What follows belongs to an exercise in optimizing a design on an open flow for a short achievable clock period; a production flow would make more cautious choices. No functional check of the RTL was part of this run.

## run.sh

```bash
#!/bin/bash
# synth_recipe.tcl (not shown) runs the flow's synth.tcl, then flattens the netlist and writes it again
# the make line also repeats each setting of config.mk as NAME=value (left out here)
make -C /OpenROAD-flow-scripts/flow DESIGN_CONFIG=/design/flow/config.mk WORK_HOME=/design/flow/orfs CLKGATE_MAP_FILE= SYNTH_SCRIPT=/design/flow/synth_recipe.tcl finish
```

## config.mk

```make
export PLATFORM = sky130hd
export DESIGN_NAME = imu_frame_decoder
export DESIGN_NICKNAME = imu_frame_decoder
export VERILOG_FILES = /design/flow/design.v
export SDC_FILE = /design/flow/constraint.sdc
export NUM_CORES = 4
export LEC_CHECK = 0
export CAP_MARGIN = 20
export CORE_MARGIN = 2
export CORE_UTILIZATION = 30
export SLEW_MARGIN = 20
```

## constraint.sdc

```tcl
create_clock -name core_clock -period 70.0 [get_ports {clk}]
set_input_delay 14.0000 -clock core_clock [delete_from_list [all_inputs] [get_ports {clk}]]
set_output_delay 14.0000 -clock core_clock [all_outputs]
set_load 0.01 [all_outputs]
```

## design.v

```verilog
module imu_s16_to_f32 #(
    parameter integer MULT  = 1,
    parameter integer SHIFT = 0
) (
    input  wire [15:0] raw,
    output reg  [31:0] f
);
    wire        sign = raw[15];
    wire [15:0] mag16 = sign ? (~raw + 16'd1) : raw;    
    wire [23:0] mag   = mag16 * MULT;                    
    integer     i;
    reg   [4:0] msb;
    reg  [23:0] norm;
    reg   [7:0] expo;
    always @(*) begin
        msb = 5'd0;
        for (i = 0; i < 24; i = i + 1)
            if (mag[i]) msb = i[4:0];
        norm = mag << (5'd23 - msb);
        expo = 8'd127 + {3'd0, msb} - SHIFT[7:0];
        if (mag == 24'd0)
            f = 32'h0000_0000;
        else
            f = {sign, expo, norm[22:0]};
    end
endmodule
module imu_temp_conv (
    input  wire [15:0] raw,
    output reg  [31:0] f
);
    wire signed [16:0] n = $signed(raw) + 17'sd12325;   
    wire        sign = n[16];
    wire [16:0] nabs = sign ? (~n + 17'd1) : n;
    wire [15:0] m    = nabs[15:0];                        
    wire [49:0] dividend = {m, 34'd0};
    wire [49:0] q = dividend / 50'd340;
    wire [8:0]  r = dividend % 50'd340;
    integer     i;
    reg   [5:0] msb;
    reg  [49:0] qn;
    reg  [23:0] sig;
    reg         guard, sticky, round_up;
    reg  [24:0] sig_r;
    reg   [7:0] expo;
    always @(*) begin
        msb = 6'd0;
        for (i = 0; i < 50; i = i + 1)
            if (q[i]) msb = i[5:0];
        qn       = q << (6'd49 - msb);
        sig      = qn[49:26];
        guard    = qn[25];
        sticky   = (qn[24:0] != 25'd0) || (r != 9'd0);
        round_up = guard && (sticky || sig[0]);
        sig_r    = {1'b0, sig} + {24'd0, round_up};
        expo     = 8'd127 + {2'd0, msb} - 8'd34;
        if (sig_r[24]) begin
            expo  = expo + 8'd1;
            sig_r = sig_r >> 1;
        end
        if (m == 16'd0)
            f = 32'h0000_0000;
        else
            f = {sign, expo, sig_r[22:0]};
    end
endmodule
module imu_frame_decoder (
    input  wire        clk,
    input  wire        rst,         
    input  wire        in_valid,
    input  wire [7:0]  in_byte,
    input  wire [31:0] now,
    output reg  [1:0]  fstate,
    output reg  [31:0] acc_x,
    output reg  [31:0] acc_y,
    output reg  [31:0] acc_z,
    output reg  [31:0] gyro_x,
    output reg  [31:0] gyro_y,
    output reg  [31:0] gyro_z,
    output reg  [31:0] angle_x,
    output reg  [31:0] angle_y,
    output reg  [31:0] angle_z,
    output reg  [31:0] mag_x,
    output reg  [31:0] mag_y,
    output reg  [31:0] mag_z,
    output reg  [31:0] temp,
    output reg  [15:0] version,
    output reg  [31:0] ts,
    output reg         valid,
    output reg  [31:0] wd_last
);
    localparam [1:0] S_IDLE        = 2'd0;
    localparam [1:0] S_RECEIVING   = 2'd1;
    localparam [1:0] S_FRAME_READY = 2'd2;
    localparam [1:0] S_FRAME_ERROR = 2'd3;
    localparam [7:0] HDR       = 8'h55;
    localparam [7:0] TAG_ACC   = 8'h51;
    localparam [7:0] TAG_GYRO  = 8'h52;
    localparam [7:0] TAG_ANGLE = 8'h53;
    localparam [7:0] TAG_MAG   = 8'h54;
    reg [7:0] fb [0:9];
    reg [3:0] cursor;
    wire [7:0] csum = fb[0] + fb[1] + fb[2] + fb[3] + fb[4]
                    + fb[5] + fb[6] + fb[7] + fb[8] + fb[9];
    wire [15:0] raw0 = {fb[3], fb[2]};
    wire [15:0] raw1 = {fb[5], fb[4]};
    wire [15:0] raw2 = {fb[7], fb[6]};
    wire [15:0] raw3 = {fb[9], fb[8]};
    wire [31:0] acc0_f, acc1_f, acc2_f;
    wire [31:0] gyro0_f, gyro1_f, gyro2_f;
    wire [31:0] ang0_f, ang1_f, ang2_f;
    wire [31:0] mag0_f, mag1_f, mag2_f;
    wire [31:0] temp_f;
    imu_s16_to_f32 #(.MULT(1),   .SHIFT(11)) u_acc0  (.raw(raw0), .f(acc0_f));
    imu_s16_to_f32 #(.MULT(1),   .SHIFT(11)) u_acc1  (.raw(raw1), .f(acc1_f));
    imu_s16_to_f32 #(.MULT(1),   .SHIFT(11)) u_acc2  (.raw(raw2), .f(acc2_f));
    imu_s16_to_f32 #(.MULT(125), .SHIFT(11)) u_gyro0 (.raw(raw0), .f(gyro0_f));
    imu_s16_to_f32 #(.MULT(125), .SHIFT(11)) u_gyro1 (.raw(raw1), .f(gyro1_f));
    imu_s16_to_f32 #(.MULT(125), .SHIFT(11)) u_gyro2 (.raw(raw2), .f(gyro2_f));
    imu_s16_to_f32 #(.MULT(45),  .SHIFT(13)) u_ang0  (.raw(raw0), .f(ang0_f));
    imu_s16_to_f32 #(.MULT(45),  .SHIFT(13)) u_ang1  (.raw(raw1), .f(ang1_f));
    imu_s16_to_f32 #(.MULT(45),  .SHIFT(13)) u_ang2  (.raw(raw2), .f(ang2_f));
    imu_s16_to_f32 #(.MULT(1),   .SHIFT(0))  u_mag0  (.raw(raw0), .f(mag0_f));
    imu_s16_to_f32 #(.MULT(1),   .SHIFT(0))  u_mag1  (.raw(raw1), .f(mag1_f));
    imu_s16_to_f32 #(.MULT(1),   .SHIFT(0))  u_mag2  (.raw(raw2), .f(mag2_f));
    imu_temp_conv                            u_temp  (.raw(raw3), .f(temp_f));
    wire complete = in_valid && (fstate == S_RECEIVING) && (cursor == 4'd10);
    wire good     = complete && (csum == in_byte);
    wire [7:0] tag = fb[1];
    integer k;
    always @(posedge clk) begin
        if (rst) begin
            fstate  <= S_IDLE;
            cursor  <= 4'd0;
            for (k = 0; k < 10; k = k + 1)
                fb[k] <= 8'h00;
            acc_x   <= 32'd0;  acc_y   <= 32'd0;  acc_z   <= 32'd0;
            gyro_x  <= 32'd0;  gyro_y  <= 32'd0;  gyro_z  <= 32'd0;
            angle_x <= 32'd0;  angle_y <= 32'd0;  angle_z <= 32'd0;
            mag_x   <= 32'd0;  mag_y   <= 32'd0;  mag_z   <= 32'd0;
            temp    <= 32'd0;
            version <= 16'd0;
            ts      <= 32'd0;
            valid   <= 1'b0;
            wd_last <= 32'd0;
        end else if (in_valid) begin
            case (fstate)
                S_RECEIVING: begin
                    if (cursor >= 4'd1 && cursor <= 4'd10) begin
                        if (cursor != 4'd10)
                            fb[cursor] <= in_byte;
                        cursor <= cursor + 4'd1;
                        if (cursor == 4'd10)
                            fstate <= good ? S_FRAME_READY : S_FRAME_ERROR;
                    end else begin
                        if (in_byte == HDR) begin
                            fb[0]  <= in_byte;
                            cursor <= 4'd1;
                            fstate <= S_RECEIVING;
                        end else begin
                            cursor <= 4'd0;
                            fstate <= S_IDLE;
                        end
                    end
                end
                default: begin
                    if (in_byte == HDR) begin
                        fb[0]  <= in_byte;
                        cursor <= 4'd1;
                        fstate <= S_RECEIVING;
                    end else begin
                        cursor <= 4'd0;
                        fstate <= S_IDLE;
                    end
                end
            endcase
            if (good) begin
                wd_last <= now;
                case (tag)
                    TAG_ACC: begin
                        acc_x <= acc0_f;
                        acc_y <= acc1_f;
                        acc_z <= acc2_f;
                        temp  <= temp_f;
                    end
                    TAG_GYRO: begin
                        gyro_x <= gyro0_f;
                        gyro_y <= gyro1_f;
                        gyro_z <= gyro2_f;
                    end
                    TAG_ANGLE: begin
                        angle_x <= ang0_f;
                        angle_y <= ang1_f;
                        angle_z <= ang2_f;
                        version <= raw3;
                    end
                    TAG_MAG: begin
                        mag_x <= mag0_f;
                        mag_y <= mag1_f;
                        mag_z <= mag2_f;
                        temp  <= temp_f;
                    end
                    default: ;
                endcase
                if (tag >= TAG_ACC && tag <= TAG_MAG) begin
                    ts    <= now;
                    valid <= 1'b1;
                end
            end
        end
    end
endmodule
```

==> flow_metrics.py <==
metrics = {
    "clock_network": {
        "clockBufferDepth": 3,
        "htree_levels": 3,
        "root_buffer": "clkbuf_16",
        "cts_tree": "yes",
        "cts_buffers": 68,
        "clk_latency_ns": 0.73,
        "cts_sinks": 574,
        "cts.clk_slew.worst_paths_ns": 0.08,
        "hold_buffers": 0,
    },
    "setup_path": {
        "cp_max_fo": 52,
        "r2r-end": "temp[26]$_SDFFE_PP0P_",
        "worst_setup_path_end_kind": "flip-flop",
        "regToRegStartpoint": "fb[8][0]$_SDFFCE_PN0P_",
        "cp-startpoint": "fb[8][0]$_SDFFCE_PN0P_",
        "crit_path_frequent_cell": "ha_1",
        "path_class": "flip-flop to flip-flop",
        "critPathSlowestCell": "o31ai_1",
        "worstRegToRegCells": 266,
        "startpoint_type": "flip-flop",
        "crit_required_ns": 70.56,
        "cpPeakStageDelay_ns": 0.91,
        "worst_ep_arrival_time_ns": 66.72,
        "rrSetupSlack_ns": 3.84,
    },
    "cells_and_area": {
        "fin_util_pct": 34.5,
        "nFillCells": 33300,
        "drive_gt1_share_pct": 12.0,
        "fin_nets": 13600,
        "area_growth_pct": 14.5,
    },
    "timing": {
        "fin_skew_ns": 0.0688,
        "setup_viol": 0,
        "finalMaxSlewViolations": 0,
        "hold_violations": 0,
        "relSlewSlack_pct": 22.7,
        "hold_ws_ns": 0.448,
        "tightest_slew_ns": 1.16,
        "fin_crit_ns": 66.16,
        "max_clock_freq_mhz": 15.1,
        "post-route-period-util_pct": 94.5,
    },
    "global_route": {
        "grtUsageTotal_pct": 22.2,
        "grtUsageMet3_pct": 4.08,
        "grt_start_max_net_pins": 90,
        "grt_pass1_wl_mm": 564,
        "use_met2_pct": 37.2,
        "grt_pass1_vias": 92700,
        "antenna_found_initial": 11,
        "met1_usage_pct": 28.5,
        "grt_overflow": 0,
        "grt_most_used_layer": "met2",
    },
    "logic_synthesis": {
        "synth.area.mux_share_pct": 5.83,
        "synth_edf_count": 80,
        "seq_area_frac_synth_pct": 13.1,
        "synth_top_family_by_area": "compound AO/OA/AOI/OAI gates",
        "syn_nets": 13000,
        "netlist_instances": 12300,
        "ys_types": 217,
        "synth_warnings": 6,
        "syn_area_sq_um": 93700,
        "synth.avg_cell_area_sq_um": 7.61,
        "synth_compound_area_share_pct": 27.0,
        "ys_seq_elements": 574,
        "synth_xor_area_share_pct": 8.97,
        "synth_flop_cell": "dfxtp_1",
        "synth_fa_ha_area_share_pct": 11.6,
        "synthArstFlopShare_pct": 0,
        "yosys.area_share.simple_pct": 26.3,
    },
    "detailed_routing": {
        "drt-initial-drc-count": 9274,
        "avgViaCountPerCell": 5.74,
        "avgRoutedWirePerCell_microns": 21.8,
        "totalWireLength_mm": 370,
        "drtAntennaViolNets": 0,
        "drc": 0,
        "drt_first_pass_iters": 7,
        "vias": 97700,
    },
    "placed_design": {
        "gp_congestion": 0.979,
        "port_buffers": 541,
        "hpwl_mm": 297,
    },
    "run": {
        "drv_cap": 0,
    },
    "floorplanning": {
        "design.core.area_sq_um": 311000,
        "fp.dieW_microns": 563,
        "die_h_microns": 563,
        "initial_core_util_pct": 30.1,
        "rows": 205,
        "ios": 542,
        "dieArea_sq_um": 317000,
    },
    "hold_path": {
        "hold_class": "flip-flop to flip-flop",
        "worstHoldEndpoint": "ts[2]$_SDFFE_PP0P_",
        "worstHoldStart": "ts[2]$_SDFFE_PP0P_",
        "hold_depth": 2,
    },
    "outcome": {
        "status": "finished clean",
    },
}
==> logic make-up (layout without fill, tap and decap cells) <==
kind of cell    count (synthesis)  count (layout)
simple gates                 4816            4818
compound gates               3516            3517
buf+inv                      1295            1870
xor+xnor                      906             906
fa+ha+maj                     693             693
flops                         574             574
mux                           508             508
other cells                     0               1
==> synth_stat cells, drive strengths merged, types with 52 or more instances <==
library cell / count / area (sq um)
clkbuf: 254 / 1050
o22ai: 106 / 682
xnor2: 620 / 5740
o21ai: 533 / 2750
nor2: 1231 / 4730
inv: 683 / 2610
a21o: 96 / 734
o211ai: 131 / 1050
and3: 141 / 916
mux2: 89 / 1010
or3: 125 / 823
xor2: 282 / 2570
o21a: 71 / 551
fa: 290 / 5810
mux2i: 407 / 4180
and4: 66 / 602
ha: 400 / 5000
nor4: 177 / 1410
a21boi: 52 / 398
buf: 345 / 3010
or2: 107 / 669
a211oi: 150 / 1290
a31oi: 161 / 1130
o21bai: 102 / 769
a21oi: 1045 / 5400
a221oi: 56 / 544
o2111ai: 78 / 744
a2111oi: 74 / 931
nand4: 153 / 1070
nand2: 1418 / 5400
or4: 71 / 553
and2: 197 / 1260
nor3: 370 / 2080
edfxtp: 80 / 2400
a311oi: 62 / 593
nand3: 375 / 2000
dfxtp: 494 / 9890
nand2b: 86 / 543
o31ai: 98 / 817
==> stage by stage <==
step | instance area (sq um) | setup TNS [ns] | worst slack, ns | cells
final | 107000 | 0 | 3.84 | 17000
after global routing | 107000 | -0.0756 | -0.0756 | 17000
after CTS | 106000 | 0 | 0.000767 | 17000
after detailed placement | 104000 | -17.18 | -1.01 | 16900
after global placement | 104000 | 0 | 0.0441 | 16900
after floorplan | 93800 | 0 | 0.0181 | 12300
==> sequential cells by signal, indices dropped and copies added, names as in the netlist, 31 cells and up <==
register  flops
angle_x      32
angle_y      32
angle_z      32
fb           80
gyro_x       32
gyro_y       32
gyro_z       32
mag_x        31
mag_y        31
mag_z        31
temp         32
ts           32
wd_last      32
==> critical path: cells and delay by family, from the launching register on <==
kind            cells  cell delay [ns]
compound gates     97            25.15
simple gates      100            23.26
fa+ha+maj          22             7.18
buf+inv            28             4.73
mux                10             2.63
xor+xnor            9             2.42
flops               1             0.40
==> how the worst max path moves through the flow <==
stage / end / slack, ns / depth (start not counted)
after floorplan: temp[26]$_SDFFE_PP0P_ / 0.02 / 359
after global placement: temp[26]$_SDFFE_PP0P_ / 0.04 / 275
after detailed placement: temp[26]$_SDFFE_PP0P_ / -1.01 / 280
after CTS: temp[26]$_SDFFE_PP0P_ / 0.0008 / 280
after global routing: temp[26]$_SDFFE_PP0P_ / -0.08 / 288
final: temp[26]$_SDFFE_PP0P_ / 3.84 / 266
==> cell type report <==
cell class | instances | area, sq um | area share (%)
tap | 4140 | 5180 | 4.83
clock buffer | 91 | 1910 | 1.78
sequential | 574 | 12300 | 11.5
clock inverter | 35 | 524 | 0.488
antenna | 1 | 2.50 | 0.00233
timing repair buffer | 1057 | 9350 | 8.71
inverter | 687 | 2650 | 2.47
multi-input combinational | 10400 | 75400 | 70.3
==> cell usage in the layout, fill, tap and decap left out, types with 52 or more instances in the layout <==
cell             instances
nand2_1               1398
nor2_1                1187
a21oi_1               1000
inv_1                  648
xnor2_1                570
clkdlybuf4s50_1        540
buf_4                  504
dfxtp_1                494
ha_1                   398
mux2i_1                383
o21ai_0                380
nand3_1                352
nor3_1                 330
fa_1                   290
xor2_1                 265
and2_1                 178
a31oi_1                143
nor4_1                 141
nand4_1                138
o21ai_1                133
and3_1                 122
o211ai_1               121
a211oi_1               119
or3_1                  110
o22ai_1                102
o21bai_1               100
a21o_1                  89
o31ai_1                 86
nand2b_1                84
edfxtp_1                80
mux2_2                  76
o2111ai_1               69
clkbuf_16               69
o21a_1                  66
or2_2                   64
or4_1                   64
and4_1                  52
==> metal layers <==
layer	routed length [microns]	share of wire, %	up-vias
met4	14300	3.8	12
met1	157000	42	47000
met5	81	0.022	-
li1	-	-	46300
met2	171000	46	3729
met3	27600	7.5	595
==> repair_timing <==
action / in CTS / in global routing
pin swaps: 0 / 19
setup buffers: 0 / 37
gates cloned: 0 / 3
setup endpoints to repair: 31 / 31
gates resized for setup: 8 / 105

[what the ideal ports hide]
In the flow no input, the clock included, has a driving cell. The finished layout below was timed again as built, in two steps. Step 1 sets driving cells, clkbuf_16 on the clock port and buf_2 on the other inputs (assumed; they add their load-dependent delay and slew). Step 2 times the ports against the registers' clock, not the clock port: input delays grow and output delays shrink by t, the midpoint of the rising clock arrivals with the driver on. a / b / c = ideal / step 1 / step 2; a / b = the first two.
t (ns): 0.766
setup slack, ns: 3.842 / 3.842 / 3.842
pins driven straight from the clock port: 1
After both steps this run still meets setup and hold. The setup slack of this run moves by 0.000 ns with the drivers and by 0.000 ns with both steps.
